This is an optimization exercise on Yosys and OpenROAD, whose aim is small area and few clock cycles, not a production implementation.
The RTL was checked by simulation tests, not by an equivalence proof against the original design.
Power is estimated from default activity; no workload was simulated.

--- flow/flow/run.sh ---
#!/bin/bash
# The standard layout (standard.sh) with two changes, passed to ORFS through
# its own variables:
#  - clock tree: larger sink clusters and no dummy loads (CTS_ARGS);
#  - port buffers: the smallest buffer cell (BUFFER_PORTS_ARGS).
# Each tool's full output stays in orfs/logs; make's own output goes to
# standard.log in this folder.
set -euo pipefail
export CTS_ARGS="-sink_clustering_enable -repair_clock_nets -sink_clustering_size 24 -sink_clustering_max_diameter 60 -dont_use_dummy_load"
export BUFFER_PORTS_ARGS="-buffer_cell sky130_fd_sc_hd__buf_1"
bash standard.sh > standard.log 2>&1
--- flow/standard.sh ---
#!/bin/bash
# synth_recipe.tcl (not shown) runs the flow's synth.tcl, then flattens the netlist and writes it again
# the make line also repeats each setting of config.mk as NAME=value (left out here)
make -C /OpenROAD-flow-scripts/flow DESIGN_CONFIG=/design/flow/config.mk WORK_HOME=/design/flow/orfs CLKGATE_MAP_FILE= SYNTH_SCRIPT=/design/flow/synth_recipe.tcl "${@:-finish}"
--- flow/config.mk ---
export PLATFORM = sky130hd
export DESIGN_NAME = arq_engine
export DESIGN_NICKNAME = arq_engine
export VERILOG_FILES = /design/flow/design.v
export SDC_FILE = /design/flow/constraint.sdc
export NUM_CORES = 4
export LEC_CHECK = 0
export CAP_MARGIN = 20
export CORE_MARGIN = 2
export CORE_UTILIZATION = 70
export CTS_CLUSTER_DIAMETER = 60
export CTS_CLUSTER_SIZE = 24
export PLACE_DENSITY = 0.78
export SLEW_MARGIN = 20
export SYNTH_MEMORY_MAX_BITS = 16384
--- flow/constraint.sdc ---
create_clock -name core_clock -period 10.0 [get_ports {clk}]
set_input_delay 2.0000 -clock core_clock [delete_from_list [all_inputs] [get_ports {clk}]]
set_output_delay 2.0000 -clock core_clock [all_outputs]
set_load 0.01 [all_outputs]
--- flow/design.v ---
module arq_sender #(
    parameter MAX_CHUNK     = 512,
    parameter TIMEOUT_TICKS = 15,
    parameter CNT_W         = 32,
    parameter NI            = 16,
    parameter NT            = 8,
    parameter [NT*9-1:0] TAPS = 0
) (
    input  wire             clk,
    input  wire             rst,
    input  wire             src_valid,
    output wire             src_ready,
    input  wire [7:0]       src_data,
    input  wire             src_last,
    input  wire             src_empty,
    output wire             txd_valid,
    output wire [7:0]       txd_data,
    output wire             txd_last,
    input  wire             rxa_valid,
    output wire             rxa_ready,
    input  wire [7:0]       rxa_data,
    input  wire             rxa_last,
    input  wire             rxa_empty,
    input  wire             tick,
    output wire [1:0]       s_state,
    output wire             s_seq,
    output wire             s_done,
    output wire             s_aborted,
    output wire [CNT_W-1:0] s_total_sent
);
    localparam SW = $clog2(NI);
    localparam SB = 9 - SW;              
    localparam [2:0] P_READ = 3'd0;    
    localparam [2:0] P_TX   = 3'd1;    
    localparam [2:0] P_WAIT = 3'd2;    
    localparam [2:0] P_ACK  = 3'd3;    
    localparam [2:0] P_DONE = 3'd4;
    reg [2:0]       phase;
    reg             seq;
    reg [9:0]       len;           
    reg [1:0]       hdr;           
    reg [7:0]       sum;           
    reg [8:0]       p0;            
    reg [2:0]       tsel;          
    reg [CNT_W-1:0] cnt;
    reg [3:0]       timer;
    reg             ack_match;
    wire       eof_frame = (len == 10'd0);
    wire       src_fire  = src_valid && src_ready;
    wire       rxa_fire  = rxa_valid && rxa_ready;
    wire       we        = src_fire && !src_empty;
    wire [8:0] wpos = p0 - len[8:0] + 9'd1;
    wire       wok  = eof_frame || (wpos[SB-1:0] == {SB{1'b0}});
    reg        hit;
    reg  [2:0] hidx;
    integer k;
    always @* begin
        hit  = 1'b0;
        hidx = 3'd0;
        for (k = 0; k < NT; k = k + 1)
            if (p0 == TAPS[9*k +: 9] - 9'd2) begin
                hit  = 1'b1;
                hidx = k;
            end
    end
    wire       tx_go     = (phase == P_TX) && (hdr != 2'd0 || hit || eof_frame);
    wire       tx_end    = (phase == P_TX) && (eof_frame ? hdr == 2'd1 : hdr == 2'd2 && wpos == TAPS[9*tsel +: 9]);
    wire       cnt_max   = &cnt;
    wire       rxa_match = !rxa_empty && (rxa_data == {7'd0, seq});
    wire [7:0] ring_q;
    arq_ring #(.N(MAX_CHUNK), .NI(NI), .NT(NT), .SW(SW), .TW(3), .TAPS(TAPS)) u_ring (
        .clk  (clk),
        .din  (src_data),
        .we   (we),
        .wsel (eof_frame ? {SW{1'b0}} : wpos[8:SB]),
        .tsel (tsel),
        .dout (ring_q)
    );
    assign src_ready = (phase == P_READ) && wok;
    assign rxa_ready = (phase == P_WAIT) || (phase == P_ACK);
    assign txd_valid = tx_go;
    assign txd_data  = (hdr == 2'd0) ? {7'd0, seq} : (hdr == 2'd1) ? sum : ring_q;
    assign txd_last  = tx_end;
    assign s_state      = (phase == P_DONE) ? 2'd2 : (phase == P_READ) ? 2'd0 : 2'd1;
    assign s_seq        = seq;
    assign s_done       = (phase == P_DONE);
    assign s_aborted    = 1'b0;
    assign s_total_sent = cnt;
    always @(posedge clk) begin
        p0 <= (we && eof_frame) ? 9'd0 : p0 + 9'd1;
        if (tx_go && hdr == 2'd0)
            tsel <= hidx;
        if (tx_end)
            timer <= TIMEOUT_TICKS;
        else if (tick && timer != 4'd0)
            timer <= timer - 4'd1;
        if (rxa_fire && phase == P_WAIT)
            ack_match <= rxa_match;
    end
    wire ack_ok = rxa_fire && rxa_last && (phase == P_ACK ? ack_match : rxa_match);
    wire clr    = rst || ack_ok;
    always @(posedge clk) begin
        cnt <= rst ? {CNT_W{1'b0}} : cnt + {{(CNT_W-1){1'b0}}, tx_end && !cnt_max};
        len <= clr ? 10'd0 : len + {9'd0, we};
        sum <= clr ? 8'd0  : sum + (src_data & {8{we}});
    end
    always @(posedge clk) begin
        if (rst) begin
            phase <= P_READ;
            seq   <= 1'b0;
            hdr   <= 2'd0;
        end else begin
            case (phase)
            P_READ: if (src_fire && src_last)
                phase <= P_TX;
            P_TX: if (tx_go) begin
                if (tx_end) begin
                    hdr   <= 2'd0;
                    phase <= P_WAIT;
                end else if (hdr != 2'd2) begin
                    hdr <= hdr + 2'd1;
                end
            end
            P_WAIT: begin
                if (rxa_fire) begin
                    if (rxa_last) begin
                        if (rxa_match) begin
                            seq   <= ~seq;
                            phase <= eof_frame ? P_DONE : P_READ;
                        end else begin
                            phase <= P_TX;           
                        end
                    end else begin
                        phase <= P_ACK;
                    end
                end else if (timer == 4'd0) begin
                    phase <= P_TX;                   
                end
            end
            P_ACK: if (rxa_fire && rxa_last) begin
                if (ack_match) begin
                    seq   <= ~seq;
                    phase <= eof_frame ? P_DONE : P_READ;
                end else begin
                    phase <= P_TX;
                end
            end
            default: ;                               
            endcase
        end
    end
endmodule
module arq_receiver #(
    parameter MAX_CHUNK = 512,
    parameter NI        = 4,
    parameter NT        = 8,
    parameter [NT*9-1:0] TAPS = 0
) (
    input  wire       clk,
    input  wire       rst,
    input  wire       rxd_valid,
    output wire       rxd_ready,
    input  wire [7:0] rxd_data,
    input  wire       rxd_last,
    input  wire       rxd_empty,
    output wire       txa_valid,
    output wire [7:0] txa_data,
    output wire       snk_valid,
    output wire [7:0] snk_data,
    output wire       snk_last,
    output wire       snk_close,
    output wire       r_state,
    output wire       r_expected,
    output wire       r_closed
);
    localparam SW = (NI > 1) ? $clog2(NI) : 1;
    localparam SB = (NI > 1) ? 9 - $clog2(NI) : 9;    
    localparam [1:0] P_RX     = 2'd0;    
    localparam [1:0] P_OUT    = 2'd1;    
    localparam [1:0] P_CLOSED = 2'd2;
    reg [1:0]  phase;
    reg        exp;
    reg [9:0]  len;            
    reg [7:0]  diff;           
    reg        seq_ok;         
    reg [8:0]  p0;             
    reg        strm;           
    reg [2:0]  tsel_q;
    wire       rxd_fire = rxd_valid && rxd_ready;
    wire       take     = rxd_fire && !rxd_empty;
    wire [9:0] plen     = len - 10'd2;    
    wire [8:0] wpos = p0 - plen[8:0] + 9'd1;
    wire       wok  = (len <= 10'd2) || (wpos[SB-1:0] == {SB{1'b0}}) || (len >= MAX_CHUNK + 2);
    wire       we   = rxd_fire && !rxd_empty && (len >= 10'd2) && (len < MAX_CHUNK + 2);
    reg        hit;
    reg  [2:0] hidx;
    integer k;
    always @* begin
        hit  = 1'b0;
        hidx = 3'd0;
        for (k = 0; k < NT; k = k + 1)
            if (p0 == TAPS[9*k +: 9]) begin
                hit  = 1'b1;
                hidx = k;
            end
    end
    wire corrupt = (len < 10'd2) || (diff != 8'd0);
    wire good    = !corrupt && seq_ok;
    wire is_eof  = good && (len == 10'd2);
    wire out     = (phase == P_OUT);
    wire [2:0] tsel = strm ? tsel_q : hidx;
    wire sv      = out && good && !is_eof && (strm || hit);
    wire s_last  = sv && (wpos == TAPS[9*tsel +: 9]);
    wire ack     = out && (!good || is_eof || s_last);
    wire [7:0] ring_q;
    arq_ring #(.N(MAX_CHUNK), .NI(NI), .NT(NT), .SW(SW), .TW(3), .TAPS(TAPS)) u_ring (
        .clk  (clk),
        .din  (rxd_data),
        .we   (we),
        .wsel (len == 10'd2 ? {SW{1'b0}} : wpos[8:9-SW]),
        .tsel (tsel),
        .dout (ring_q)
    );
    assign rxd_ready  = (phase == P_RX) && wok;
    assign txa_valid  = ack;
    assign txa_data   = {7'd0, good ? exp : ~exp};
    assign snk_valid  = sv;
    assign snk_data   = ring_q;
    assign snk_last   = s_last;
    assign snk_close  = out && is_eof;
    assign r_state    = (phase == P_CLOSED);
    assign r_expected = exp;
    assign r_closed   = (phase == P_CLOSED);
    always @(posedge clk) begin
        p0 <= (we && len == 10'd2) ? 9'd0 : p0 + 9'd1;
        if (sv && !strm)
            tsel_q <= hidx;
        if (rxd_fire && !rxd_empty && len == 10'd0)
            seq_ok <= (rxd_data == {7'd0, exp});
        diff <= (take && len == 10'd1) ? rxd_data : diff - (rxd_data & {8{take && len >= 10'd2}});
        len  <= (rst || ack) ? 10'd0 : len + {9'd0, take};
    end
    always @(posedge clk) begin
        if (rst) begin
            phase <= P_RX;
            exp   <= 1'b0;
            strm  <= 1'b0;
        end else begin
            case (phase)
            P_RX: if (rxd_fire && rxd_last)
                phase <= P_OUT;
            P_OUT: begin
                if (sv)
                    strm <= 1'b1;
                if (ack) begin
                    strm <= 1'b0;
                    if (good && !is_eof)
                        exp <= ~exp;
                    phase <= is_eof ? P_CLOSED : P_RX;
                end
            end
            default: ;                               
            endcase
        end
    end
endmodule
module arq_engine (
    input  wire        clk,
    input  wire        rst,
    input  wire        src_valid,
    output wire        src_ready,
    input  wire [7:0]  src_data,
    input  wire        src_last,
    input  wire        src_empty,
    output wire        txd_valid,
    output wire [7:0]  txd_data,
    output wire        txd_last,
    input  wire        rxa_valid,
    output wire        rxa_ready,
    input  wire [7:0]  rxa_data,
    input  wire        rxa_last,
    input  wire        rxa_empty,
    input  wire        tick,
    output wire [1:0]  s_state,
    output wire        s_seq,
    output wire        s_done,
    output wire        s_aborted,
    output wire [31:0] s_total_sent,
    input  wire        rxd_valid,
    output wire        rxd_ready,
    input  wire [7:0]  rxd_data,
    input  wire        rxd_last,
    input  wire        rxd_empty,
    output wire        txa_valid,
    output wire [7:0]  txa_data,
    output wire        snk_valid,
    output wire [7:0]  snk_data,
    output wire        snk_last,
    output wire        snk_close,
    output wire        r_state,
    output wire        r_expected,
    output wire        r_closed
);
    localparam MAX_CHUNK     = 512;
    localparam TIMEOUT_TICKS = 15;
    localparam [8*9-1:0] S_TAPS = {9'd426, 9'd341, 9'd256, 9'd171, 9'd86, 9'd21, 9'd10, 9'd1};
    localparam [6*9-1:0] R_TAPS = {9'd425, 9'd340, 9'd255, 9'd170, 9'd85, 9'd511};
    arq_sender #(
        .MAX_CHUNK     (MAX_CHUNK),
        .TIMEOUT_TICKS (TIMEOUT_TICKS),
        .CNT_W         (32),
        .NI            (16),
        .NT            (8),
        .TAPS          (S_TAPS)
    ) u_sender (
        .clk          (clk),
        .rst          (rst),
        .src_valid    (src_valid),
        .src_ready    (src_ready),
        .src_data     (src_data),
        .src_last     (src_last),
        .src_empty    (src_empty),
        .txd_valid    (txd_valid),
        .txd_data     (txd_data),
        .txd_last     (txd_last),
        .rxa_valid    (rxa_valid),
        .rxa_ready    (rxa_ready),
        .rxa_data     (rxa_data),
        .rxa_last     (rxa_last),
        .rxa_empty    (rxa_empty),
        .tick         (tick),
        .s_state      (s_state),
        .s_seq        (s_seq),
        .s_done       (s_done),
        .s_aborted    (s_aborted),
        .s_total_sent (s_total_sent)
    );
    arq_receiver #(
        .MAX_CHUNK (MAX_CHUNK),
        .NI        (4),
        .NT        (6),
        .TAPS      (R_TAPS)
    ) u_receiver (
        .clk        (clk),
        .rst        (rst),
        .rxd_valid  (rxd_valid),
        .rxd_ready  (rxd_ready),
        .rxd_data   (rxd_data),
        .rxd_last   (rxd_last),
        .rxd_empty  (rxd_empty),
        .txa_valid  (txa_valid),
        .txa_data   (txa_data),
        .snk_valid  (snk_valid),
        .snk_data   (snk_data),
        .snk_last   (snk_last),
        .snk_close  (snk_close),
        .r_state    (r_state),
        .r_expected (r_expected),
        .r_closed   (r_closed)
    );
endmodule
module arq_ring #(
    parameter N    = 512,
    parameter NI   = 4,
    parameter NT   = 8,
    parameter SW   = 2,                  
    parameter TW   = 3,                  
    parameter [NT*9-1:0] TAPS = 0        
) (
    input  wire          clk,
    input  wire [7:0]    din,
    input  wire          we,
    input  wire [SW-1:0] wsel,
    input  wire [TW-1:0] tsel,
    output wire [7:0]    dout
);
    localparam SP = N / NI;
    reg  [8*N-1:0] r;
    wire [8*N-1:0] rot = {r[8*N-9:0], r[8*N-1:8*N-8]};
    wire [8*N-1:0] nxt;
    genvar k;
    generate
        for (k = 0; k < N; k = k + 1) begin : g_byte
            if (k % SP == 0) begin : g_ins
                assign nxt[8*k+7:8*k] = (we && wsel == k / SP) ? din : rot[8*k+7:8*k];
            end else begin : g_sh
                assign nxt[8*k+7:8*k] = rot[8*k+7:8*k];
            end
        end
    endgenerate
    always @(posedge clk)
        r <= nxt;
    wire [7:0] tap [0:NT-1];
    generate
        for (k = 0; k < NT; k = k + 1) begin : g_tap
            assign tap[k] = r[8*TAPS[9*k+8:9*k]+7 -: 8];
        end
    endgenerate
    assign dout = tap[tsel];
endmodule
==> flow_summary.json, run 1 <==
{
  "worst_pin_slew_ps": 1190,
  "wire_per_inst_microns": 23.2,
  "preCtsSetupSlack_ps": 3790,
  "ioPinCount": 109,
  "synth_top_area_share_pct": 95.2,
  "ant_nets": 0,
  "wl_met1_microns": 129000,
  "drt_iter0_drc": 3983,
  "vias_per_cell": 4.77,
  "area.growth.synth_to_final_pct": 8.41,
  "place_area_sq_um": 179000,
  "fin_nets": 10013,
  "cp-start-kind": "register",
  "clk_transition_reported_paths_ps": 90,
  "die_area_sq_um": 253000,
  "dp_hpwl_microns": 146000,
  "maxSlewViolCount": 0,
  "holdBufCountCts": 0,
  "fin_setup_tns_ps": 0,
  "dr_wl_met3_microns": 9460,
  "synth_edf_count": 8,
  "htree_levels": 5,
  "track_usage_pct": 24.6,
  "cts_tree": "yes",
  "ys.flop_type": "dfxtp_1",
  "clk_latency_ps": 1030,
  "swShare_pct": 21.0,
  "gp_congestion": 0.823,
  "power_frac_clock_pct": 32.4,
  "numCtsBuffers": 405,
  "postCtsSetupRepairBufs": 0,
  "layout-drive-gt1-share_pct": 6.56,
  "drv_cap": 0,
  "required_ps": 8000,
  "clock-sinks": 8300,
  "grt_pass1_wl_microns": 459000,
  "start_util_pct": 70.3,
  "drc": 0,
  "antenna_found_initial": 21,
  "cp_max_fo": 21,
  "crit_path_top_delay_cell": "nor2_1",
  "die_h_microns": 503,
  "power.density_nw_per_um2": 277,
  "ys_ff_latch": 8300,
  "fp.dieW_microns": 503,
  "hold_path.class": "reg -> reg",
  "max_freq_ghz": 0.139,
  "seq_area_sq_um": 166000,
  "synthTopCellsByArea": "dfxtp_1 (95%), mux2_2 (1.1%), ha_1 (0.50%)",
  "grt_pass1_vias": 70911,
  "hold_viol": 0,
  "first_pass_iters": 7,
  "wirelength_microns": 307000,
  "rows": 183,
  "worst-endpoint-arrival_ps": 5180,
  "cts.repair.resized": 0,
  "yosysSeqAreaShare_pct": 95.3,
  "rsz0062_at_grt": "false",
  "critPathKind": "reg -> out",
  "path_cells": "ha_1 -> and3_1 -> nand3_1 -> nor2_1 -> ha_1 -> o21bai_1 -> a32oi_2 -> inv_2 -> a21boi_1 -> buf_4 -> nor2_1 -> a32oi_1 -> o21ai_0 -> buf_1",
  "grt.overflow.total": 0,
  "syn_area_sq_um": 174000,
  "final_cell_area_sq_um": 189000,
  "status": "complete, no violations",
  "instances_no_fill": 13246,
  "power_frac_seq_pct": 64.8,
  "vdd_drop_max_uv": 239,
  "async_flop_share_pct": 0,
  "max-slew-margin-rel_pct": 20.7,
  "cts-root-buf": "clkbuf_16",
  "synthDistinctLibCells": 84,
  "period_minus_slack_ps": 7180,
  "cp-end-kind": "output pin",
  "synth_warnings": 4,
  "netlist_instances": 9425,
  "highest_layer": "met5",
  "combPwrFrac_pct": 2.8,
  "vias": 63168,
  "power_uw": 52400,
  "leakagePower_uw": 0.0753,
  "min_period_over_period_pct": 71.8,
  "postSynthAreaPerCell_sq_um": 18.5,
  "yosysTopAreaCell": "dfxtp_1",
  "p_sw_uw": 11000,
  "clock_skew_ps": 136,
  "multi_input_area_sq_um": 7650,
  "dr_wl_met2_microns": 160000,
  "core-area_sq_um": 248000,
  "slowest_delay_ps": 930,
  "grt_start_max_net_pins": 51,
  "final.fill_count": 12071,
  "dpl.cell_count": 12826,
  "setup_violations": 0,
  "portBuffers": 100,
  "worst_slack_ps": 2820,
  "clock_path_buffers": 4,
  "internal_power_uw": 41400
}
==> through the flow <==
| step | hold slack, ps | util, % |
|---|---|---|
| floorplan | 310 | - |
| global placement | 309 | 72.1 |
| detailed placement | 312 | 72.1 |
| CTS | 242 | 76.1 |
| global route | 251 | 76.2 |
| finish | 250 | 76.2 |
==> placed cells by master, fill, tap and decap left out, types with 9 or more instances in the layout <==
cell       instances
a211oi_1          10
a21oi_1           45
a221oi_1          17
a22oi_1            9
and2_1            13
and3_1            10
buf_1             92
buf_4             23
clkbuf_16        405
dfxtp_1         8292
diode_2           14
ha_1              69
inv_1             67
mux2_2           177
nand2_1           79
nand2b_1          12
nand3_1           56
nand4_1           21
nor2_1           119
nor2b_1           19
nor3_1            20
nor4_1            21
o211ai_1           9
o21ai_0           47
or3_1             12
xnor2_1           50
xor2_1            42
==> cells by family (layout without fill, tap and decap cells) <==
| group | Yosys count | count (layout) | synth area share [%] |
|---|---|---|---|
| and+or+nand+nor | 440 | 440 | 1.34 |
| xor gates and xnor gates | 93 | 93 | 0.475 |
| adders and majority gates | 73 | 73 | 0.541 |
| muxes | 182 | 182 | 1.17 |
| DFF | 8300 | 8300 | 95.3 |
| AOI/OAI and AO/OA | 209 | 209 | 0.826 |
| buffers and inverters | 127 | 597 | 0.303 |
| other | 1 | 22 | 0.00215 |
==> synth_stat cells (all sizes together), types with 5 or more instances <==
library cell	n
or3	13
nor3	21
nand2	80
ha	69
a22oi	9
and2	15
a32oi	5
o21ai	49
nor4bb	5
xnor2	50
or2	7
nand2b	12
o21bai	5
nand3	57
nor2	127
inv	68
xor2	42
buf	18
a31oi	8
o211ai	9
dfxtp	8292
clkbuf	41
a21o	6
a211o	8
nor2b	19
and3	10
a221oi	17
nand4	21
mux2	179
edfxtp	8
nor3b	7
a21oi	46
a211oi	10
nor4	27
==> state kept, by name (all words and copies together) (netlist names), 2 cells and up <==
| signal | cells |
|---|---|
| u_sender.tsel | 3 |
| u_receiver.len | 10 |
| u_sender.u_ring.r | 4096 |
| u_receiver.phase | 2 |
| u_sender.timer | 4 |
| u_receiver.tsel_q | 3 |
| u_sender.cnt | 32 |
| u_sender.sum | 8 |
| u_sender.p0 | 9 |
| u_sender.len | 10 |
| u_sender.phase | 3 |
| u_sender.hdr | 2 |
| u_receiver.diff | 8 |
| u_receiver.u_ring.r | 4096 |
| u_receiver.p0 | 9 |
==> power groups by stage <==
stage	combinational (uW)	sequential, uW	clock, uW
after floorplan	980	34500	0
after global placement	1400	34600	0
final	1460	33900	17000
after CTS	1460	33900	17300
after detailed placement	1410	34600	0
after global routing	1600	34000	18200
==> cell type report <==
class	count	area share, %
flip-flops and latches	8300	87.9
clock buffers	405	5.36
multi-input cells	1005	4.05
well taps	3330	2.20
repair buffers	124	0.299
inverters	68	0.135
diodes	14	0.0185
==> final timing paths <==
| kind | endpoint | slack [ps] | depth (start not counted) | start |
|---|---|---|---|---|
| setup reg to reg | u_sender.cnt[28]$_SDFF_PP0_ | 3900 | 18 | u_sender.len[2]$_SDFF_PP0_ |
| hold / removal | u_receiver.u_ring.r[3106]$_DFF_P_ | 250 | 0 | u_receiver.u_ring.r[3098]$_DFF_P_ |
| setup / recovery | snk_data[0] | 2820 | 14 | u_receiver.p0[0]$_SDFF_PP0_ |
| hold reg to reg | u_receiver.u_ring.r[3106]$_DFF_P_ | 250 | 0 | u_receiver.u_ring.r[3098]$_DFF_P_ |
==> worst max-delay path: cells and delay by family, from the launching register on <==
family                     cells  cell delay, ps
DFF                            1             520
buffers and inverters          3             560
and+or+nand+nor                4            1430
adders and majority gates      2             490
AOI/OAI and AO/OA              5            1210
==> layer usage <==
| layer | GRT usage, % | vias up |
|---|---|---|
| li1 | - | 30168 |
| met3 | 3.23 | 552 |
| met2 | 44.0 | 1167 |
| met4 | 6.49 | 2 |
| met1 | 31.5 | 31279 |
| met5 | 0 | - |
Testbench counts, summed over its fixed seeds: cycles 234,515.
==> run 2, diff against run 1 <==
--- a/flow/flow/run.sh
+++ b/flow/flow/run.sh
@@ -6,6 +6,6 @@
 # Each tool's full output stays in orfs/logs; make's own output goes to
 # standard.log in this folder.
 set -euo pipefail
-export CTS_ARGS="-sink_clustering_enable -repair_clock_nets -sink_clustering_size 24 -sink_clustering_max_diameter 60 -dont_use_dummy_load"
+export CTS_ARGS="-sink_clustering_enable -repair_clock_nets -sink_clustering_size 28 -sink_clustering_max_diameter 60 -dont_use_dummy_load"
 export BUFFER_PORTS_ARGS="-buffer_cell sky130_fd_sc_hd__buf_1"
 bash standard.sh > standard.log 2>&1
--- a/flow/config.mk
+++ b/flow/config.mk
@@ -9,7 +9,7 @@
 export CORE_MARGIN = 2
 export CORE_UTILIZATION = 70
 export CTS_CLUSTER_DIAMETER = 60
-export CTS_CLUSTER_SIZE = 24
-export PLACE_DENSITY = 0.78
+export CTS_CLUSTER_SIZE = 28
+export PLACE_DENSITY = 0.7
 export SLEW_MARGIN = 20
 export SYNTH_MEMORY_MAX_BITS = 16384
==> run 2 against run 1 <==
Against the previous run:
- sequential power barely moved
- combinational power fell by 5%
- sequential share of layout area rose by 0.53 points
- critical endpoint is now snk_last
- synthesized cell count did not move
- largest power group unchanged
- global-route usage fell by 3.1 points
- critical path depth fell by 2
- first-iteration DRC count fell by 12%
- register-to-register slack improved by 380 ps
- flip-flop and latch count did not move
- cell count fell by 0.33%
- setup slack improved by 220 ps
- clock power fell by 8%
- highest routed layer unchanged
==> flow_summary.json, run 2 <==
{
  "status": "complete, no violations",
  "drv_cap": 0,
  "final.fill_count": 12698,
  "maxSlewViolCount": 0,
  "async_flop_share_pct": 0,
  "combPwrFrac_pct": 2.7,
  "start_util_pct": 70.3,
  "gp_congestion": 0.807,
  "min_period_over_period_pct": 69.6,
  "cp-end-kind": "output pin",
  "synth_edf_count": 8,
  "top_regs": "u_receiver.u_ring.r x4096, u_sender.u_ring.r x4096, u_sender.cnt x32",
  "rows": 183,
  "cts-root-buf": "clkbuf_16",
  "synth_warnings": 4,
  "grt_pass1_wl_microns": 406000,
  "cts_tree": "yes",
  "multi_input_area_sq_um": 7650,
  "synth_most_common_cell": "dfxtp_1",
  "wirelength_microns": 268000,
  "vias_per_cell": 4.63,
  "postCtsSetupRepairBufs": 0,
  "ant_nets": 0,
  "synth_top_area_share_pct": 95.2,
  "area.growth.synth_to_final_pct": 7.77,
  "vdd_drop_max_uv": 240,
  "period_minus_slack_ps": 6960,
  "syn_area_sq_um": 174000,
  "grt_start_max_net_pins": 51,
  "core-area_sq_um": 248000,
  "hold_path.class": "reg -> reg",
  "seq_area_sq_um": 166000,
  "grt_pass1_vias": 66218,
  "cp_max_fo": 8,
  "worst-endpoint-arrival_ps": 4960,
  "power_frac_clock_pct": 30.9,
  "vias": 61078,
  "clock_skew_ps": 116,
  "htree_levels": 5,
  "leakagePower_uw": 0.0748,
  "hold_slack_ps": 260,
  "clk_latency_ps": 990,
  "hold_viol": 0,
  "synthDistinctLibCells": 84,
  "cts.repair.resized": 0,
  "holdBufCountCts": 0,
  "clock-sinks": 8300,
  "portBuffers": 100,
  "fin_nets": 9968,
  "cp-start-kind": "register",
  "worst_pin_slew_ps": 1080,
  "netlist_instances": 9425,
  "die_area_sq_um": 253000,
  "power.density_nw_per_um2": 272,
  "track_usage_pct": 21.4,
  "ys.flop_type": "dfxtp_1",
  "drc": 0,
  "first_pass_iters": 5,
  "fp.dieW_microns": 503,
  "drt_iter0_drc": 3487,
  "final_common_cell": "dfxtp_1",
  "power_frac_seq_pct": 66.4,
  "dp_hpwl_microns": 134000,
  "ioPinCount": 109,
  "final_cell_mix": "dfxtp_1 (8292), clkbuf_16 (360), mux2_2 (177)",
  "clk_transition_reported_paths_ps": 90,
  "p_sw_uw": 10400,
  "fin_setup_tns_ps": 0,
  "postSynthAreaPerCell_sq_um": 18.5,
  "layout-drive-gt1-share_pct": 6.10,
  "numCtsBuffers": 360,
  "max_freq_ghz": 0.144,
  "antenna_found_initial": 30,
  "die_h_microns": 503,
  "internal_power_uw": 40600,
  "swShare_pct": 20.5,
  "required_ps": 8000,
  "wire_per_inst_microns": 20.3,
  "grt.overflow.total": 0,
  "ys_ff_latch": 8300,
  "yosysSeqAreaShare_pct": 95.3,
  "yosysTopAreaCell": "dfxtp_1",
  "ys_top_cells_by_count": "dfxtp_1 (8292), mux2_2 (177), nor2_1 (119), nand2_1 (79), ha_1 (69)",
  "power_uw": 51000,
  "rsz0062_at_grt": "false",
  "utilization_pct": 75.7,
  "clock_path_buffers": 4,
  "setup_violations": 0,
  "max-slew-margin-rel_pct": 27.9,
  "synthTopCellsByArea": "dfxtp_1 (95%), mux2_2 (1.1%), ha_1 (0.50%)",
  "critPathKind": "reg -> out",
  "r2r_slack_ps": 4280
}
[run 2: path summary, 6_finish.rpt]
kind,from,to,cells after the start
worst min register to register,u_sender.u_ring.r[2778]$_DFF_P_,u_sender.u_ring.r[2786]$_DFF_P_,0
worst max register to register,u_receiver.p0[3]$_SDFF_PP0_,u_receiver.diff[7]$_DFF_P_,17
worst min-delay path,u_sender.u_ring.r[2778]$_DFF_P_,u_sender.u_ring.r[2786]$_DFF_P_,0
worst max-delay path,u_receiver.len[1]$_SDFF_PP0_,snk_last,12
[run 2: cell type report]
class                           instances  share of cell area, %
Antenna cell                           15                 0.0200
Clock buffer                          360                   4.79
Inverter                               68                  0.136
Multi-Input combinational cell       1005                   4.07
Sequential cell                      8300                   88.5
Tap cell                             3330                   2.22
Timing Repair Buffer                  124                  0.299
[run 2: power by group through the flow]
| stage | sequential [uW] | combinational [uW] | clock [uW] |
|---|---|---|---|
| after detailed placement | 34600 | 1380 | 0 |
| after floorplan | 34500 | 980 | 0 |
| after global routing | 34000 | 1540 | 17100 |
| final | 33900 | 1390 | 15700 |
| after global placement | 34600 | 1380 | 0 |
| after CTS | 33900 | 1400 | 16100 |
[run 2: logic make-up (layout without fill, tap and decap cells)]
kind of cell | Yosys count | after routing | synth area share (%)
flip-flops | 8300 | 8300 | 95.3
AND/OR/NAND/NOR | 440 | 440 | 1.34
AO/OA/AOI/OAI | 209 | 209 | 0.826
multiplexers | 182 | 182 | 1.17
buffers and inverters | 127 | 552 | 0.303
XOR/XNOR | 93 | 93 | 0.475
adder cells (fa/ha/maj) | 73 | 73 | 0.541
other | 1 | 23 | 0.00215
[run 2: per-stage QoR]
step	setup slack, ps	std cells	instance area (sq um)
floorplan	4780	9432	174000
global placement	3860	12827	179000
detailed placement	3980	12827	179000
CTS	2920	13187	188000
global route	2720	13190	188000
finish	3040	13202	188000
[run 2: worst max-delay path, cell delays in order (launching register included)]
cell,delay (ps)
dfxtp_1,460
inv_1,120
ha_1,290
ha_1,220
fa_1,270
a21o_1,150
a21oi_1,130
or4b_2,630
o2111ai_1,300
and3_1,300
mux2i_1,140
nor3b_1,780
buf_1,220
[run 2: routing by layer]
layer	GRT usage, %	up-vias	wire, microns
li1	-	30077	-
met5	0	-	16
met4	6.92	4	8360
met2	35.3	942	127000
met3	3.24	420	9780
met1	29.5	29635	122000
==> run 3, diff against run 2 <==
--- a/flow/flow/run.sh
+++ b/flow/flow/run.sh
@@ -6,6 +6,6 @@
 # Each tool's full output stays in orfs/logs; make's own output goes to
 # standard.log in this folder.
 set -euo pipefail
-export CTS_ARGS="-sink_clustering_enable -repair_clock_nets -sink_clustering_size 28 -sink_clustering_max_diameter 60 -dont_use_dummy_load"
+export CTS_ARGS="-sink_clustering_enable -repair_clock_nets -sink_clustering_size 30 -sink_clustering_max_diameter 60 -dont_use_dummy_load"
 export BUFFER_PORTS_ARGS="-buffer_cell sky130_fd_sc_hd__buf_1"
 bash standard.sh > standard.log 2>&1
--- a/flow/config.mk
+++ b/flow/config.mk
@@ -9,7 +9,7 @@
 export CORE_MARGIN = 2
 export CORE_UTILIZATION = 70
 export CTS_CLUSTER_DIAMETER = 60
-export CTS_CLUSTER_SIZE = 28
-export PLACE_DENSITY = 0.7
+export CTS_CLUSTER_SIZE = 30
+export PLACE_DENSITY = 0.66
 export SLEW_MARGIN = 20
 export SYNTH_MEMORY_MAX_BITS = 16384
==> run 3 against run 2 <==
Against the previous run:
- die area unchanged
- clock skew up 17 ps
- sequential share of layout area up 0.22 points
- area after synthesis unchanged
- power down 0.60%
- first-iteration DRC count up 7.8%
- highest routed layer unchanged
==> flow_summary.json, run 3 <==
{
  "status": "complete, no violations",
  "grt.overflow.total": 0,
  "area.growth.synth_to_final_pct": 7.50,
  "min_to": "u_sender.u_ring.r[2082]$_DFF_P_",
  "htree_levels": 5,
  "clk_transition_reported_paths_ps": 100,
  "power_uw": 50700,
  "fin_nets": 9949,
  "die_h_microns": 503,
  "max_freq_ghz": 0.144,
  "fp.dieW_microns": 503,
  "wirelength_microns": 271000,
  "synthDistinctLibCells": 84,
  "period_minus_slack_ps": 6970,
  "netlist_instances": 9425,
  "hold_slack_ps": 226,
  "instances_no_fill": 13176,
  "critPathKind": "reg -> out",
  "crit_family": "simple AND/OR/NAND/NOR gates",
  "drc": 0,
  "first_pass_iters": 5,
  "maxSlewViolCount": 0,
  "hold_path_depth": 0,
  "ys_ff_latch": 8300,
  "clock-sinks": 8300,
  "r2r-end": "u_sender.cnt[28]$_SDFF_PP0_",
  "ant_nets": 0,
  "crit_path_top_delay_cell": "nor3b_1",
  "core-area_sq_um": 248000,
  "clock_path_buffers": 4,
  "holdBufCountCts": 0,
  "vias_per_cell": 4.62,
  "worst-endpoint-arrival_ps": 4970,
  "grt_start_max_net_pins": 58,
  "cts_tree": "yes",
  "required_ps": 8000,
  "vdd_drop_max_uv": 216,
  "antenna_found_initial": 37,
  "internal_power_uw": 40300,
  "slowest_delay_ps": 730,
  "fin_setup_tns_ps": 0,
  "yosysSeqAreaShare_pct": 95.3,
  "cts-root-buf": "clkbuf_16",
  "numCtsBuffers": 342,
  "synthTopCellsByArea": "dfxtp_1 (95%), mux2_2 (1.1%), ha_1 (0.50%)",
  "synth_warnings": 4,
  "grt_pass1_wl_microns": 397000,
  "synth_edf_count": 8,
  "start_util_pct": 70.3,
  "min_period_over_period_pct": 69.7,
  "cts.repair.resized": 0,
  "worst_pin_slew_ps": 1120,
  "ioPinCount": 109,
  "path_cells": "inv_1 -> ha_1 -> inv_1 -> ha_1 -> a211o_1 -> nand4_1 -> a32o_1 -> xor2_1 -> a311oi_1 -> nor3_1 -> nor3b_1 -> buf_1",
  "grt_pass1_vias": 64790,
  "wire_per_inst_microns": 20.5,
  "p_sw_uw": 10400,
  "dpl.cell_count": 12826,
  "final_cell_mix": "dfxtp_1 (8292), clkbuf_16 (342), mux2_2 (177)",
  "hold_viol": 0,
  "clock_skew_ps": 133,
  "synth_most_common_cell": "dfxtp_1",
  "crit_buf_inv": 3,
  "critPathLaunch": "u_receiver.p0[2]$_SDFF_PP0_",
  "postCtsSetupRepairBufs": 0,
  "postSynthAreaPerCell_sq_um": 18.5,
  "drt_iter0_drc": 3759,
  "final_common_cell": "dfxtp_1",
  "dp_hpwl_microns": 135000,
  "power.density_nw_per_um2": 271,
  "layout-drive-gt1-share_pct": 5.94,
  "clk_latency_ps": 990,
  "combPwrFrac_pct": 2.8,
  "cp-start-kind": "register",
  "hold_start": "u_sender.u_ring.r[2074]$_DFF_P_",
  "yosysTopAreaCell": "dfxtp_1",
  "cp-end-kind": "output pin",
  "ys.flop_type": "dfxtp_1",
  "portBuffers": 100,
  "worstReg2RegStart": "u_sender.p0[2]$_SDFF_PP0_",
  "ys_top_cells_by_count": "dfxtp_1 (8292), mux2_2 (177), nor2_1 (119), nand2_1 (79), ha_1 (69)",
  "reg2reg_depth": 18,
  "top_regs": "u_receiver.u_ring.r x4096, u_sender.u_ring.r x4096, u_sender.cnt x32",
  "max-slew-margin-rel_pct": 25.2,
  "syn_area_sq_um": 174000,
  "power_frac_clock_pct": 30.4,
  "utilization_pct": 75.5,
  "rows": 183,
  "synth_top_area_share_pct": 95.2,
  "rsz0062_at_grt": "false",
  "hold_path.class": "reg -> reg",
  "gp_congestion": 0.801,
  "async_flop_share_pct": 0,
  "cp_max_fo": 7,
  "r2r_slack_ps": 4390,
  "swShare_pct": 20.6,
  "drv_cap": 0,
  "setup_violations": 0,
  "leakagePower_uw": 0.0745,
  "die_area_sq_um": 253000,
  "power_frac_seq_pct": 66.8,
  "track_usage_pct": 20.9,
  "vias": 60839
}
==> run 3: cell counts after synthesis <==
Identical to the previous run, type by type.
==> run 3: worst max-delay path by stage <==
stage / depth (start not counted) / to / slack, ps
after floorplan: 13 / txa_valid / 4780
after global placement: 12 / snk_last / 3960
after detailed placement: 12 / snk_last / 3980
after CTS: 15 / txd_last / 2930
after global routing: 15 / txd_last / 2710
final: 12 / snk_last / 3030
==> run 3: power by group through the flow <==
| stage | Combinational [uW] | Sequential, uW | Clock [uW] |
|---|---|---|---|
| 2_1_floorplan | 980 | 34500 | 0 |
| 3_3_place_gp | 1370 | 34600 | 0 |
| 3_5_place_dp | 1380 | 34600 | 0 |
| 4_1_cts | 1400 | 33900 | 15700 |
| 5_1_grt | 1530 | 34000 | 16700 |
| 6_report | 1400 | 33900 | 15400 |
==> run 3: final cells by class <==
class | instances | area [sq um]
Tap cell | 3330 | 4170
Multi-Input combinational cell | 1005 | 7650
Clock buffer | 342 | 8560
Antenna cell | 8 | 20.0
Sequential cell | 8300 | 166000
Inverter | 68 | 255
Fill cell | 12939 | 60800
Timing Repair Buffer | 123 | 554
==> run 3: layer usage <==
layer	vias up	GRT usage, %	part of all wire, %
met2	832	34.8	49
met5	-	0	0.0055
li1	30006	-	-
met4	2	5.56	2.4
met3	445	2.72	2.9
met1	29554	29.2	46
==> run 3: cells by family (layout without fill, tap and decap cells) <==
kind of cell | Yosys count | count (layout) | synth area share, %
flops | 8300 | 8300 | 95.3
simple gates | 440 | 440 | 1.34
compound gates | 209 | 209 | 0.826
mux | 182 | 182 | 1.17
buf+inv | 127 | 533 | 0.303
xor+xnor | 93 | 93 | 0.475
fa+ha+maj | 73 | 73 | 0.541
other cells | 1 | 16 | 0.00215
==> run 3: worst register-to-register path, stage by stage (launching register included) <==
cell	delay, ps
dfxtp_1	590
ha_1	350
ha_1	330
a211oi_1	450
o21bai_1	220
a2111oi_0	450
nor3_1	200
xnor2_1	330
a21oi_1	190
nand2b_1	220
buf_4	210
a21oi_1	170
ha_1	250
ha_1	260
nand4_1	310
nor4_2	460
nand3_1	170
xor2_1	210
nor2_1	60
==> run 3: through the flow <==
stage | worst slack [ps] | instance area, sq um
6_report | 3030 | 187000
5_1_grt | 2710 | 187000
4_1_cts | 2930 | 187000
3_5_place_dp | 3980 | 179000
3_3_place_gp | 3960 | 179000
2_1_floorplan | 4780 | 174000
==> run 4, diff against run 3 <==
--- a/flow/design.v
+++ b/flow/design.v
@@ -309,7 +309,7 @@
         .MAX_CHUNK     (MAX_CHUNK),
         .TIMEOUT_TICKS (TIMEOUT_TICKS),
         .CNT_W         (32),
-        .NI            (16),
+        .NI            (32),
         .NT            (8),
         .TAPS          (S_TAPS)
     ) u_sender (
--- a/flow/config.mk
+++ b/flow/config.mk
@@ -10,6 +10,6 @@
 export CORE_UTILIZATION = 70
 export CTS_CLUSTER_DIAMETER = 60
 export CTS_CLUSTER_SIZE = 30
-export PLACE_DENSITY = 0.66
+export PLACE_DENSITY = 0.7
 export SLEW_MARGIN = 20
 export SYNTH_MEMORY_MAX_BITS = 16384
==> run 4 against run 3 <==
Against the previous run:
- routed wire length is 7.4% lower
- utilization is 0.20 points higher
- clock skew is 26 ps lower
- sequential power hardly changed
- first-iteration DRC count is 5.9% lower
- critical path depth is 1 higher
- non-clock buffer count is 11 lower
- via count is 1.0% higher
- register-to-register slack worse by 800 ps
- flip-flop and latch count stayed put
- largest cell class unchanged
- highest routed layer unchanged
==> flow_summary.json, run 4 <==
{
  "synthTopCellsByArea": "dfxtp_1 (94%), mux2_2 (1.9%), ha_1 (0.49%)",
  "postSynthAreaPerCell_sq_um": 18.4,
  "vdd_drop_max_uv": 211,
  "portBuffers": 100,
  "rsz0062_at_grt": "false",
  "fp.dieW_microns": 505,
  "clk_transition_reported_paths_ps": 100,
  "cpMostUsedCell": "inv_1",
  "worst-endpoint-arrival_ps": 5530,
  "wire_per_inst_microns": 18.8,
  "critPathKind": "reg -> out",
  "drc": 0,
  "drv_cap": 0,
  "min_period_over_period_pct": 75.3,
  "ys.flop_type": "dfxtp_1",
  "die_h_microns": 505,
  "cp-start-kind": "register",
  "dp_hpwl_microns": 132000,
  "path_cells": "inv_1 -> ha_1 -> inv_1 -> ha_1 -> fa_1 -> a211oi_1 -> o21ai_0 -> a211oi_2 -> mux2i_1 -> o41ai_1 -> nand2_1 -> inv_1 -> buf_1",
  "netlist_instances": 9571,
  "ys_top_cells_by_count": "dfxtp_1 (8292), mux2_2 (299), nor2_1 (143), nand2_1 (79), ha_1 (69)",
  "clock_skew_ps": 107,
  "cts-root-buf": "clkbuf_16",
  "slowest_delay_ps": 730,
  "grt_pass1_wl_microns": 385000,
  "synth_warnings": 4,
  "hold_slack_ps": 236,
  "postCtsSetupRepairBufs": 0,
  "final_common_cell": "dfxtp_1",
  "ys_ff_latch": 8300,
  "grt.overflow.total": 0,
  "period_minus_slack_ps": 7530,
  "drt_iter0_drc": 3537,
  "leakagePower_uw": 0.0752,
  "setup_violations": 0,
  "vias": 61445,
  "final_cell_mix": "dfxtp_1 (8292), clkbuf_16 (338), mux2_2 (299)",
  "async_flop_share_pct": 0,
  "cts_tree": "yes",
  "crit_path_top_delay_cell": "o41ai_1",
  "vias_per_cell": 4.62,
  "rows": 183,
  "power.density_nw_per_um2": 268,
  "reg2reg_depth": 19,
  "cp-end-kind": "output pin",
  "clock-sinks": 8300,
  "track_usage_pct": 19.7,
  "ioPinCount": 109,
  "antenna_found_initial": 43,
  "clk_latency_ps": 970,
  "start_util_pct": 70.5,
  "layout-drive-gt1-share_pct": 6.96,
  "first_pass_iters": 8,
  "ant_nets": 0,
  "hold_viol": 0,
  "grt_start_max_net_pins": 46,
  "max-slew-margin-rel_pct": 21.7,
  "cts.repair.resized": 0,
  "use_met1_pct": 29.6,
  "grtUsageMet3_pct": 2.61,
  "hold_path.class": "reg -> reg",
  "maxSlewViolCount": 0,
  "core-area_sq_um": 249000,
  "hold_path_depth": 0,
  "gp_congestion": 0.816,
  "grt-busiest-layer": "met2",
  "synthDistinctLibCells": 85,
  "area.growth.synth_to_final_pct": 7.34,
  "die_area_sq_um": 255000,
  "max_freq_ghz": 0.133,
  "yosysTopAreaCell": "dfxtp_1",
  "yosysSeqAreaShare_pct": 94.6,
  "syn_area_sq_um": 176000,
  "clock_path_buffers": 4,
  "wirelength_microns": 251000,
  "fin_nets": 10070,
  "synth_most_common_cell": "dfxtp_1",
  "holdBufCountCts": 0,
  "grt_pass1_vias": 63936,
  "synth_top_area_share_pct": 94.5,
  "fin_setup_tns_ps": 0,
  "cp_max_fo": 7,
  "synth_edf_count": 8,
  "met2_usage_pct": 30.9,
  "worst_pin_slew_ps": 1160,
  "required_ps": 8000,
  "htree_levels": 5,
  "numCtsBuffers": 338,
  "status": "complete, no violations",
  "top_regs": "u_receiver.u_ring.r x4096, u_sender.u_ring.r x4096, u_sender.cnt x32"
}
==> run 4: changes by cell type in the layout (fill, tap and decap cells not counted), sizes merged, moves of 8 or more <==
cell and delta:
buf -8, nor4 -10, a21oi +10, mux2 +123, nor2 +28, nor3 +13
==> run 4: worst max-delay path, delay by kind of cell, from the launching register on <==
kind / cells / cell delay [ps]
DFF: 1 / 420
AOI/OAI and AO/OA: 4 / 1910
adders and majority gates: 3 / 950
and+or+nand+nor: 1 / 660
muxes: 1 / 140
buffers and inverters: 4 / 560
==> run 4: worst paths after layout <==
path                                                         from                           endpoint  slack, ps
worst max-delay path                    u_sender.p0[1]$_SDFF_PP0_                           txd_last       2470
worst min-delay path            u_receiver.u_ring.r[1284]$_DFF_P_  u_receiver.u_ring.r[1292]$_DFF_P_        240
worst max register to register          u_sender.p0[1]$_SDFF_PP0_        u_sender.cnt[28]$_SDFF_PP0_       3590
worst min register to register  u_receiver.u_ring.r[1284]$_DFF_P_  u_receiver.u_ring.r[1292]$_DFF_P_        240
==> run 4: per-layer routing <==
metal | up-vias | routed length [microns]
met2 | 914 | 113000
li1 | 30551 | -
met5 | - | 12
met4 | 2 | 5900
met1 | 29543 | 122000
met3 | 435 | 9680
==> run 4: power by group <==
group | leakage (uW) | internal (uW) | switching, uW
clock network | 0.00417 | 6100 | 9020
registers | 0.0669 | 33700 | 267
logic | 0.00412 | 574 | 923
==> run 4: area by class of cell <==
type                            instances  area (sq um)
Inverter                               65           245
Multi-Input combinational cell       1144          9010
Timing Repair Buffer                  112           498
Clock buffer                          338          8460
Fill cell                           13594         60500
Antenna cell                           11          27.5
Tap cell                             3330          4170
Sequential cell                      8300        166000
==> run 4: metrics by stage <==
step	cell area, sq um	util, %	power, uW	setup slack, ps	cells
final	189000	75.7	50600	2470	13300
after global routing	189000	75.7	52200	2050	13291
after floorplan	176000	-	35600	4630	9578
after CTS	189000	75.7	50900	2340	13288
after global placement	180000	72.3	36100	3400	12950
after detailed placement	180000	72.3	36200	3340	12950
==> run 4: cells by family (layout without fill, tap and decap cells) <==
family | after synthesis | after routing | share of synthesized area (%)
DFF | 8300 | 8300 | 94.6
xor gates and xnor gates | 88 | 88 | 0.446
adders and majority gates | 73 | 73 | 0.537
other | 1 | 19 | 0.00213
and+or+nand+nor | 455 | 455 | 1.32
muxes | 306 | 306 | 1.96
AOI/OAI and AO/OA | 214 | 214 | 0.836
buffers and inverters | 134 | 515 | 0.310
Testbench counts of run 4, summed over its fixed seeds: cycles 234,515.
==> run 5, diff against run 4 <==
--- a/flow/design.v
+++ b/flow/design.v
@@ -309,7 +309,7 @@
         .MAX_CHUNK     (MAX_CHUNK),
         .TIMEOUT_TICKS (TIMEOUT_TICKS),
         .CNT_W         (32),
-        .NI            (32),
+        .NI            (64),
         .NT            (8),
         .TAPS          (S_TAPS)
     ) u_sender (
==> run 5 against run 4 <==
Against the previous run:
- still clean on timing, DRC and antenna
- flip-flop and latch count did not move
- routed wire length rose by 4.8%
- non-clock buffer count rose by 7
- utilization fell by 0.18 points
- largest power group unchanged
==> flow_summary.json, run 5 <==
{
  "clock-sinks": 8300,
  "cp-end-kind": "output pin",
  "ant_nets": 0,
  "holdBufCountCts": 0,
  "synthDistinctLibCells": 75,
  "worst_pin_slew_ps": 1100,
  "final_cell_area_sq_um": 192000,
  "wl_met1_microns": 129000,
  "track_usage_pct": 20.1,
  "drv_cap": 0,
  "wire_per_inst_microns": 19.2,
  "vias": 63906,
  "syn_area_sq_um": 179000,
  "wirelength_microns": 263000,
  "hold_start": "u_sender.u_ring.r[625]$_DFF_P_",
  "async_flop_share_pct": 0,
  "fin_nets": 10407,
  "rsz0062_at_grt": "false",
  "numCtsBuffers": 343,
  "cp_max_fo": 8,
  "final_common_cell": "dfxtp_1",
  "hold_viol": 0,
  "grt.overflow.total": 0,
  "grt_pass1_vias": 66032,
  "clock_path_buffers": 4,
  "vdd_drop_max_uv": 200,
  "drt_iter0_drc": 3739,
  "critPathKind": "reg -> out",
  "grt_start_max_net_pins": 58,
  "start_util_pct": 70.5,
  "yosysTopAreaCell": "dfxtp_1",
  "top_regs": "u_receiver.u_ring.r x4096, u_sender.u_ring.r x4096, u_sender.cnt x32",
  "antenna_found_initial": 28,
  "gp_congestion": 0.813,
  "fin_setup_tns_ps": 0,
  "area.growth.synth_to_final_pct": 7.22,
  "synthTopCellsByArea": "dfxtp_1 (93%), mux2_2 (3.6%), ha_1 (0.48%)",
  "max_freq_ghz": 0.138,
  "postSynthAreaPerCell_sq_um": 18.0,
  "hold_path_depth": 0,
  "cts.repair.resized": 0,
  "layout-drive-gt1-share_pct": 9.50,
  "ys_top_cells_by_count": "dfxtp_1 (8292), mux2_2 (566), nor2_1 (156), nand2_1 (107), clkbuf_1 (100)",
  "synth_most_common_cell": "dfxtp_1",
  "die_area_sq_um": 260000,
  "fp.dieW_microns": 510,
  "worstReg2RegStart": "u_sender.p0[1]$_SDFF_PP0_",
  "cp-start-kind": "register",
  "portBuffers": 100,
  "first_pass_iters": 7,
  "required_ps": 8000,
  "cts-root-buf": "clkbuf_16",
  "critPathLaunch": "u_receiver.len[0]$_SDFF_PP0_",
  "hold_slack_ps": 242,
  "clock_skew_ps": 143,
  "htree_levels": 5,
  "synth_warnings": 4,
  "dp_hpwl_microns": 148000,
  "highest_layer": "met5",
  "yosysSeqAreaShare_pct": 92.7,
  "die_h_microns": 510,
  "hold_path.class": "reg -> reg",
  "min_period_over_period_pct": 72.4,
  "place_area_sq_um": 184000,
  "vias_per_cell": 4.68,
  "min_to": "u_sender.u_ring.r[633]$_DFF_P_",
  "rows": 185,
  "clk_latency_ps": 970,
  "leakagePower_uw": 0.0769,
  "netlist_instances": 9943,
  "max-slew-margin-rel_pct": 26.6,
  "ioPinCount": 109,
  "ys.flop_type": "dfxtp_1",
  "period_minus_slack_ps": 7240,
  "postCtsSetupRepairBufs": 0,
  "synth_edf_count": 8,
  "power.density_nw_per_um2": 263,
  "status": "complete, no violations",
  "cts_tree": "yes",
  "grt_pass1_wl_microns": 394000,
  "final_cell_mix": "dfxtp_1 (8292), mux2_2 (566), clkbuf_16 (343)",
  "reg2reg_depth": 21,
  "maxSlewViolCount": 0,
  "setup_violations": 0,
  "r2r_slack_ps": 4020,
  "synth_top_area_share_pct": 92.6,
  "clk_transition_reported_paths_ps": 110,
  "dr_wl_met3_microns": 7700,
  "drc": 0,
  "utilization_pct": 75.5,
  "worst-endpoint-arrival_ps": 5240,
  "core-area_sq_um": 254000,
  "ys_ff_latch": 8300,
  "dr_wl_met2_microns": 120000,
  "r2r-end": "u_sender.cnt[26]$_SDFF_PP0_"
}
run 5: routing by layer:
layer | track usage (%) | vias to the layer above
met3 | 2.61 | 401
met4 | 4.83 | 2
met5 | 0 | -
li1 | - | 31811
met1 | 29.5 | 30885
met2 | 32.3 | 807
run 5: kinds of logic (layout without fill, tap and decap cells):
kind of cell               after synthesis  in the layout  share of synthesized area, %
other                                    1             12                       0.00209
AOI/OAI and AO/OA                      212            212                         0.799
buffers and inverters                  187            533                         0.422
xor gates and xnor gates                94             94                         0.475
and+or+nand+nor                        498            498                          1.41
DFF                                   8300           8300                          92.7
muxes                                  578            578                          3.62
adders and majority gates               73             73                         0.526
run 5: where the power goes:
| group | switching, uW | total [uW] | internal (uW) |
|---|---|---|---|
| clock network | 8980 | 15200 | 6180 |
| logic | 930 | 1470 | 538 |
| registers | 264 | 33900 | 33700 |
| total | 10200 | 50600 | 40400 |
run 5: how the worst max path moves through the flow:
stage,to,slack (ps),cells after the start
floorplan,txa_valid,4440,14
global placement,snk_last,3660,12
detailed placement,snk_last,3730,12
CTS,snk_last,2720,11
global route,snk_last,2360,12
finish,snk_last,2760,12
run 5: final cells by class:
class	count	area, sq um
antenna	4	10.0
sequential	8300	166000
fill	14112	62200
inverter	71	267
tap	3366	4210
timing repair buffer	119	563
multi-input combinational	1463	12300
clock buffer	343	8580
run 5: critical path, cell delays in order, from the launching register on:
cell and delay (ps):
dfxtp_1 500, inv_1 110, ha_1 190, ha_1 230, fa_1 460, a211oi_1 220, o21ai_0 180, xnor2_1 220
nor4b_1 850, a21oi_1 190, o2111a_1 310, nor3_1 670, buf_1 240
run 5: stage by stage:
stage          setup slack [ps]  power [uW]  instances
6_report                   2760       50600      13666
4_1_cts                    2720       50900      13661
5_1_grt                    2360       52100      13663
3_5_place_dp               3730       36200      13318
3_3_place_gp               3660       36100      13317
2_1_floorplan              4440       35600       9950
Testbench counts of run 5, summed over its fixed seeds: cycles 234,515.
==> run 6, diff against run 5 <==
--- a/flow/design.v
+++ b/flow/design.v
@@ -309,7 +309,7 @@
         .MAX_CHUNK     (MAX_CHUNK),
         .TIMEOUT_TICKS (TIMEOUT_TICKS),
         .CNT_W         (32),
-        .NI            (64),
+        .NI            (16),
         .NT            (8),
         .TAPS          (S_TAPS)
     ) u_sender (
--- a/flow/flow/run.sh
+++ b/flow/flow/run.sh
@@ -6,6 +6,6 @@
 # Each tool's full output stays in orfs/logs; make's own output goes to
 # standard.log in this folder.
 set -euo pipefail
-export CTS_ARGS="-sink_clustering_enable -repair_clock_nets -sink_clustering_size 30 -sink_clustering_max_diameter 60 -dont_use_dummy_load"
+export CTS_ARGS="-sink_clustering_enable -repair_clock_nets -sink_clustering_size 30 -sink_clustering_max_diameter 70 -dont_use_dummy_load"
 export BUFFER_PORTS_ARGS="-buffer_cell sky130_fd_sc_hd__buf_1"
 bash standard.sh > standard.log 2>&1
--- a/flow/config.mk
+++ b/flow/config.mk
@@ -8,8 +8,8 @@
 export CAP_MARGIN = 20
 export CORE_MARGIN = 2
 export CORE_UTILIZATION = 70
-export CTS_CLUSTER_DIAMETER = 60
+export CTS_CLUSTER_DIAMETER = 70
 export CTS_CLUSTER_SIZE = 30
-export PLACE_DENSITY = 0.7
+export PLACE_DENSITY = 0.72
 export SLEW_MARGIN = 20
 export SYNTH_MEMORY_MAX_BITS = 16384
==> run 6 against run 5 <==
Against the previous run:
- cell count is 3.6% lower
- fmax is 2.8% higher
- first-iteration DRC count is 7.8% lower
- power fell by 0.24%
- die area shrank 2.7%
- register-to-register slack better by 390 ps
- sequential power about the same
- non-clock buffer count is 6 higher
- count of clock-buffer cells in the layout down 8
- routed wire length shrank 2.6%
- critical endpoint is now txa_valid
- largest cell class unchanged
- highest routed layer unchanged
==> flow_summary.json, run 6 <==
{
  "status": "complete, no violations",
  "cp_max_fo": 14,
  "ant_nets": 0,
  "layout-drive-gt1-share_pct": 5.90,
  "cts_tree": "yes",
  "synth_most_common_cell": "dfxtp_1",
  "yosysSeqAreaShare_pct": 95.3,
  "cp-start-kind": "register",
  "max-slew-margin-rel_pct": 29.8,
  "swShare_pct": 20.4,
  "worst-endpoint-arrival_ps": 5040,
  "final.fill_count": 13087,
  "ioPinCount": 109,
  "synth_edf_count": 8,
  "core-area_sq_um": 248000,
  "clk_latency_ps": 980,
  "power_uw": 50500,
  "final_common_cell": "dfxtp_1",
  "rsz0062_at_grt": "false",
  "clock_path_buffers": 4,
  "drc": 0,
  "synthTopCellsByArea": "dfxtp_1 (95%), mux2_2 (1.1%), ha_1 (0.50%)",
  "drv_cap": 0,
  "netlist_instances": 9425,
  "vias": 60556,
  "worst_pin_slew_ps": 1050,
  "final_cell_mix": "dfxtp_1 (8292), clkbuf_16 (335), mux2_2 (177)",
  "postSynthAreaPerCell_sq_um": 18.5,
  "period_minus_slack_ps": 7040,
  "clk_transition_reported_paths_ps": 100,
  "min_period_over_period_pct": 70.4,
  "top_regs": "u_receiver.u_ring.r x4096, u_sender.u_ring.r x4096, u_sender.cnt x32",
  "hold_path.class": "reg -> reg",
  "utilization_pct": 75.5,
  "syn_area_sq_um": 174000,
  "grt.overflow.total": 0,
  "first_pass_iters": 5,
  "clock_skew_ps": 135,
  "die_area_sq_um": 253000,
  "wire_per_inst_microns": 19.4,
  "start_util_pct": 70.3,
  "crit_family": "compound AO/OA/AOI/OAI gates",
  "postCtsSetupRepairBufs": 0,
  "hold_path_depth": 0,
  "fin_setup_tns_ps": 0,
  "fp.dieW_microns": 503,
  "antenna_found_initial": 40,
  "min_to": "u_receiver.u_ring.r[1047]$_DFF_P_",
  "ys_ff_latch": 8300,
  "grt_pass1_vias": 64395,
  "synth_top_area_share_pct": 95.2,
  "cp-end-kind": "output pin",
  "r2r_slack_ps": 4410,
  "slowest_delay_ps": 510,
  "hold_start": "u_receiver.u_ring.r[1039]$_DFF_P_",
  "synthDistinctLibCells": 84,
  "hold_viol": 0,
  "use_met1_pct": 29.2,
  "grt_pass1_wl_microns": 389000,
  "die_h_microns": 503,
  "path_cells": "ha_1 -> and3_1 -> nand3_1 -> nor2_1 -> ha_1 -> nand2b_1 -> a41o_1 -> o211ai_1 -> o211ai_1 -> xnor2_1 -> mux2i_1 -> nor4b_4 -> buf_4 -> o21a_1 -> buf_1",
  "portBuffers": 100,
  "holdBufCountCts": 0,
  "power.density_nw_per_um2": 269,
  "grt_start_max_net_pins": 59,
  "clock-sinks": 8300,
  "met2_usage_pct": 33.0,
  "cts.repair.resized": 0,
  "crit_buf_inv": 2,
  "reg2reg_depth": 18,
  "async_flop_share_pct": 0,
  "numCtsBuffers": 335,
  "rows": 183,
  "worstReg2RegStart": "u_sender.p0[4]$_SDFF_PP0_",
  "combPwrFrac_pct": 2.7,
  "power_frac_clock_pct": 30.1,
  "power_frac_seq_pct": 67.2,
  "required_ps": 8000,
  "fin_nets": 9944,
  "vias_per_cell": 4.60,
  "synth_warnings": 4,
  "dp_hpwl_microns": 131000,
  "vdd_drop_max_uv": 219,
  "gp_congestion": 0.819,
  "htree_levels": 5,
  "area.growth.synth_to_final_pct": 7.42,
  "ys.flop_type": "dfxtp_1",
  "hold_slack_ps": 216,
  "drt_iter0_drc": 3446,
  "yosysTopAreaCell": "dfxtp_1",
  "grt-busiest-layer": "met2",
  "max_freq_ghz": 0.142,
  "maxSlewViolCount": 0,
  "critPathKind": "reg -> out",
  "cts-root-buf": "clkbuf_16",
  "p_sw_uw": 10300,
  "r2r-end": "u_sender.cnt[30]$_SDFF_PP0_",
  "track_usage_pct": 20.4,
  "ys_top_cells_by_count": "dfxtp_1 (8292), mux2_2 (177), nor2_1 (119), nand2_1 (79), ha_1 (69)",
  "crit_path_top_delay_cell": "dfxtp_1",
  "grtUsageMet3_pct": 2.90,
  "setup_violations": 0,
  "wirelength_microns": 256000,
  "leakagePower_uw": 0.0745,
  "internal_power_uw": 40200
}
[run 6: changes by cell type in the layout (fill, tap and decap cells not counted), moves of 9 or more]
cell	before	now
mux2i_1	12	3
nand3_1	35	56
a21oi_1	67	46
nor3_1	34	20
o21ai_0	25	47
mux2_2	566	177
o22ai_1	11	1
nand2_1	107	79
nor3_2	12	0
nor2_1	152	119
[run 6: logic make-up after synthesis]
| kind of cell | Yosys count | synth area share, % |
|---|---|---|
| AOI/OAI and AO/OA | 209 | 0.826 |
| xor gates and xnor gates | 93 | 0.475 |
| adders and majority gates | 73 | 0.541 |
| buffers and inverters | 127 | 0.303 |
| DFF | 8300 | 95.3 |
| muxes | 182 | 1.17 |
| other | 1 | 0.00215 |
| and+or+nand+nor | 440 | 1.34 |
[run 6: cell type report]
class,count,area (sq um),share of cell area (%)
Sequential cell,8300,166000,88.8
Antenna cell,11,27.5,0.0147
Multi-Input combinational cell,1005,7660,4.09
Tap cell,3330,4170,2.22
Inverter,68,255,0.136
Clock buffer,335,8380,4.48
Timing Repair Buffer,125,572,0.305
[run 6: worst max path at each step]
stage	cells past startpoint	from	end
final	15	u_receiver.p0[0]$_SDFF_PP0_	txa_valid
after global routing	15	u_receiver.p0[0]$_SDFF_PP0_	txa_valid
after CTS	15	u_receiver.p0[0]$_SDFF_PP0_	txa_valid
after detailed placement	15	u_receiver.p0[0]$_SDFF_PP0_	txa_valid
after global placement	13	u_receiver.p0[0]$_SDFF_PP0_	snk_last
after floorplan	13	u_receiver.len[1]$_SDFF_PP0_	txa_valid
[run 6: layer usage]
layer  share of wire, %  vias to the layer above
li1                   -                    30015
met4                2.7                       10
met2                 46                      858
met1                 48                    29210
met5              0.026                        -
met3                3.3                      463
[run 6: metrics by stage]
step	cells	setup slack, ps	instance area, sq um
2_1_floorplan	9432	4780	174000
3_3_place_gp	12828	4010	179000
3_5_place_dp	12828	3940	179000
4_1_cts	13163	2870	187000
5_1_grt	13166	2630	187000
6_report	13174	2960	187000
[run 6: power groups by stage]
stage	combinational [uW]	clock, uW	sequential, uW
after floorplan	980	0	34500
after global placement	1360	0	34600
after detailed placement	1380	0	34600
after CTS	1390	15500	33900
after global routing	1530	16500	34000
final	1380	15200	33900
Testbench counts of run 6, summed over its fixed seeds: cycles 234,515.

==> static timing again, ports no longer ideal <==
In the flow no input, the clock included, has a driving cell. The finished layouts below were timed again as built, in two steps.
Step 1, drivers: a clkbuf_16 drives clk and a buf_2 each remaining input, both assumed.
Step 2 times the ports against the registers' clock, not the clock port: input delays grow and output delays shrink by t, the midpoint of the rising clock arrivals with the driver on.
Three values: no drivers, after step 1, after step 2; two values: the first two.
| run | shift t [ns] | slack for setup (ns) | clock arrival spread, ns | worst data-port slew with drivers (ns) | cell pins on the clock port's net |
|---|---|---|---|---|---|
| run 1 | 1.055 | 2.821 / 2.719 / 3.774 | 0.163 / 0.164 | 0.06 | 1 |
| run 2 | 1.023 | 3.039 / 2.941 / 3.964 | 0.138 / 0.138 | 0.10 | 1 |
| run 3 | 1.012 | 3.032 / 2.938 / 3.950 | 0.161 / 0.161 | 0.13 | 1 |
| run 4 | 1.010 | 2.474 / 2.382 / 3.392 | 0.109 / 0.109 | 0.08 | 1 |
| run 5 | 1.000 | 2.764 / 2.669 / 3.669 | 0.147 / 0.147 | 0.06 | 1 |
| run 6 | 1.011 | 2.959 / 2.862 / 3.873 | 0.154 / 0.154 | 0.09 | 1 |
After both steps setup and hold are still met in every run listed.
